Background: an optimization exercise with open tools, aiming at small area, a short achievable clock period and few clock cycles per item. Do not read the settings as production practice.
Function was checked by simulation only, so behaviour that the tests miss may differ from the original.

willow:
## gf_alu
module gf_alu (
    input  wire        clk,
    input  wire        rst,
    input  wire        start,
    input  wire [7:0]  op,
    input  wire [31:0] a,
    input  wire [31:0] b,
    output wire        ready,
    output reg         done,
    output wire [31:0] result,
    output reg         err,
    output wire [7:0]  errcode
);
    localparam [2:0] C_ADD  = 3'd0;    
    localparam [2:0] C_MUL  = 3'd1;    
    localparam [2:0] C_POW  = 3'd2;    
    localparam [2:0] C_LOOP = 3'd3;    
    localparam [2:0] C_ERRZ = 3'd4;    
    localparam [2:0] C_ILL  = 3'd5;    
    localparam [2:0] C_EXP  = 3'd6;    
    reg        errz;
    reg  [9:0] res;
    assign result  = {22'd0, res};
    assign errcode = {3'b000, err, 3'b000, errz};
    reg        v1;          
    reg  [2:0] cls;
    reg        f10;         
    reg  [9:0] p, q;        
    reg  [9:0] s;           
    reg  [9:0] c;           
    reg  [9:0] x;           
    reg  [1:0] cnt;         
    wire last    = (cls != C_POW) && !((cls == C_LOOP) && (cnt != 2'd0));
    assign ready = ~v1 | last;
    wire accept  = start & ready;
    wire       fin = op[5];                     
    wire [9:0] am  = {a[9:8] & {2{fin}}, a[7:0]};
    wire [9:0] bm  = {b[9:8] & {2{fin}}, b[7:0]};
    wire       a8z  = (a[7:0] == 8'd0);
    wire       a10z = a8z & (a[9:8] == 2'd0);
    wire [9:0] a2;
    gf_sq u_sqa (.f10(fin), .x(am), .y(a2));
    wire [7:0] log_a;
    gf8_log_rom u_log (.addr(a[7:0]), .data(log_a));
    wire [9:0] u10 = b[9:0], v10 = b[19:10], w10 = b[29:20], z10 = {8'd0, b[31:30]};
    wire [9:0] s10a = u10 ^ v10 ^ w10;
    wire [9:0] k10a = (u10 & v10) | (u10 & w10) | (v10 & w10);
    wire [9:0] c10a = {k10a[8:0], k10a[9]};
    wire [9:0] s10  = s10a ^ c10a ^ z10;
    wire [9:0] k10b = (s10a & c10a) | (s10a & z10) | (c10a & z10);
    wire [9:0] c10  = {k10b[8:0], k10b[9]};
    wire [7:0] u8 = b[7:0], v8 = b[15:8], w8 = b[23:16], z8 = b[31:24];
    wire [7:0] s8a = u8 ^ v8 ^ w8;
    wire [7:0] k8a = (u8 & v8) | (u8 & w8) | (v8 & w8);
    wire [7:0] c8a = {k8a[6:0], k8a[7]};
    wire [7:0] s8  = s8a ^ c8a ^ z8;
    wire [7:0] k8b = (s8a & c8a) | (s8a & z8) | (c8a & z8);
    wire [7:0] c8  = {k8b[6:0], k8b[7]};
  ...
Size in the first run: roughly 70 flip-flops, roughly 11000 um2 of cells after synthesis.
Settings: LEC_CHECK=0, CAP_MARGIN=20, CORE_MARGIN=2, CORE_UTILIZATION=30, SETUP_SLACK_MARGIN=2.8, SLEW_MARGIN=20; clock period 7.0 ns.
run.sh (not shown) runs the stock make flow with config.mk's settings and CLKGATE_MAP_FILE= SYNTH_SCRIPT=/design/flow/synth_recipe.tcl, a recipe that flattens the netlist after the stock synthesis.
Testbench counts of willow, summed over its fixed seeds: cycles 4,818, items 3,200.
Modified inputs, ember compared to willow
- SETUP_SLACK_MARGIN now 3.2, was 2.8
Notes after the runs:
ember: PASS, flow complete, no timing, DRC or antenna violations. In the tables for ember and willow, register-to-register slack reads higher with willow. For number of multi-input combinational cells in the layout, willow and ember come out practically identical. Vias: ember above willow. Diff ember and willow: global-route usage higher in ember. Clock-buffer cell count: willow vs ember identical. Looking at critical path depth, ember sits 2 above willow.
The following lists how cedar was set up differently from ember:
- changing SETUP_SLACK_MARGIN from 3.2 to 2.4
### Flow results
Taking ember as the reference, in cedar count of placed standard cells including taps has remained practically unchanged, synthesis-to-finish area growth has decreased, post-layout instance count excluding filler cells has decreased.
Going from ember to cedar, critical path depth climbed 10; met2 usage in global routing fell 3.5 points; worst slew margin relative to its limit decreased by 18 points relative to the old numbers.


Another version of the RTL of gf_alu (not shown whole).
Size in the first run: ~1500 cells after synthesis, about 70 flip-flops, about 120 I/O pins, roughly 0.011 mm2 of cells after synthesis.
export LEC_CHECK = 0
export CAP_MARGIN = 20
export CORE_MARGIN = 2
export CORE_UTILIZATION = 30
export SETUP_SLACK_MARGIN = 3.2
export SLEW_MARGIN = 20
export TNS_END_PERCENT = 0
create_clock -name core_clock -period 7.0 [get_ports {clk}]
Testbench counts at the start, summed over its fixed seeds: cycles 4,818, items 3,200.
==> next run, changes <==
- SETUP_SLACK_MARGIN: 3.2 -> 2.8
What happened:
- final area goes down by 2.7%
- register-to-register slack stays flat
- cell count fell by 1.0%
- count of clock-buffer cells in the layout stays the same
- worst setup slack gets worse by 88 ps
- synthesized area does not change
- routed wire length fell by 1.0%
- critical path depth decreases by 12


Another version of the RTL of gf_alu (not shown whole).
Size in the first run: about 1400 cells after synthesis, about 70 flip-flops, about 0.011 sq mm of cells after synthesis.
## gf_alu
module gf_alu (
    input  wire        clk,
    input  wire        rst,
    input  wire        start,
    input  wire [7:0]  op,
    input  wire [31:0] a,
    input  wire [31:0] b,
    output wire        ready,
    output reg         done,
    output wire [31:0] result,
    output reg         err,
    output wire [7:0]  errcode
);
make LEC_CHECK=0 CAP_MARGIN=20 CORE_MARGIN=2 CORE_UTILIZATION=40 SETUP_SLACK_MARGIN=3.0 SLEW_MARGIN=20 TNS_END_PERCENT=0 finish   # period 7.0 ns
Testbench counts at the start, summed over its fixed seeds: cycles 4,818, items 3,200.
Edit:
CORE_UTILIZATION = 30   (was 40)
SETUP_SLACK_MARGIN = 3.2   (was 3.0)
Wire length falls by 4.4%.
Setup slack gets worse by 0.036 ns.
Clock skew stays flat.
Die area grows by 32%.


## job 101
gf_alu again, from the RTL that the note above started with.
export LEC_CHECK = 0
export CAP_MARGIN = 20
export CORE_MARGIN = 2
export CORE_UTILIZATION = 30
export SETUP_SLACK_MARGIN = 3.0
export SLEW_MARGIN = 20
export TNS_END_PERCENT = 0
create_clock -name core_clock -period 7.0 [get_ports {clk}]
Testbench counts of job 101, summed over its fixed seeds: cycles 4,818, items 3,200.
What job 102 does differently from job 101 at the input level:
diff --git a/flow/config.mk b/flow/config.mk
--- a/flow/config.mk
+++ b/flow/config.mk
@@ -9,5 +9,5 @@
 export CORE_MARGIN = 2
 export CORE_UTILIZATION = 30
-export SETUP_SLACK_MARGIN = 3.0
+export SETUP_SLACK_MARGIN = 2.8
 export SLEW_MARGIN = 20
 export TNS_END_PERCENT = 0
Compare job 102 and job 101 | fraction of met3 tracks used by global routing higher: job 101. In the flow results for job 102 and job 101, the last weighted congestion value of the routability-driven placer is smaller on job 101. Job 102 and job 101 ended up with nearly the same detailed-route wire length on metal 1. Run comparison: job 102 cell type of the slowest stage on the worst timing path xor3_2; job 101 cell type of the slowest stage on the worst timing path xnor3_2. On final worst hold slack, the higher figure sits with job 102, not job 101. [job 102] post-cts resize count fell 37% relative to job 101.

## afterwards: timing with drivers on the ports
No port has a modelled driver above. Below, the same layouts with a new extraction and two added sets of constraints. Step 1 sets driving cells, clkbuf_16 on the clock port and buf_2 on the other inputs (assumed; they add their load-dependent delay and slew). Step 2 moves the port delays by t, midway between the first and last clock arrival at a register: inputs arrive t later, outputs are due t later. That takes back most of the time a late clock gives input paths. Slacks: ideal ports / drivers / drivers and shift; pairs: ideal ports / drivers.
| run | shift t [ns] | setup WS [ns] | worst setup path after step 2 | worst register clock-pin slew, ns | pins driven straight from the clock port |
|---|---|---|---|---|---|
| willow | 0.379 | 2.471 / 2.486 / 2.107 | input to register | 0.06 / 0.06 | 1 |
| ember | 0.382 | 2.449 / 2.464 / 2.083 | input to register | 0.06 / 0.06 | 1 |
| cedar | 0.369 | 2.412 / 2.412 / 2.080 | input to register | 0.06 / 0.06 | 1 |
| the first run of note 2 | 0.387 | 2.617 / 2.617 / 2.345 | input to register | 0.07 / 0.07 | 1 |
| the second run of note 2 | 0.389 | 2.529 / 2.548 / 2.160 | input to register | 0.07 / 0.07 | 1 |
| the first run of note 3 | 0.378 | 2.821 / 2.829 / 2.461 | input to register | 0.06 / 0.06 | 1 |
| the second run of note 3 | 0.370 | 2.785 / 2.785 / 2.463 | input to register | 0.07 / 0.07 | 1 |
| job 101 | 0.377 | 2.878 / 2.878 / 2.549 | input to register | 0.06 / 0.06 | 1 |
| job 102 | 0.367 | 2.830 / 2.830 / 2.477 | input to register | 0.06 / 0.06 | 1 |
After both steps every run listed still meets setup and hold. The setup slack of the second run of note 2, which loses most, moves by +0.019 ns with the drivers and by -0.369 ns with both steps.
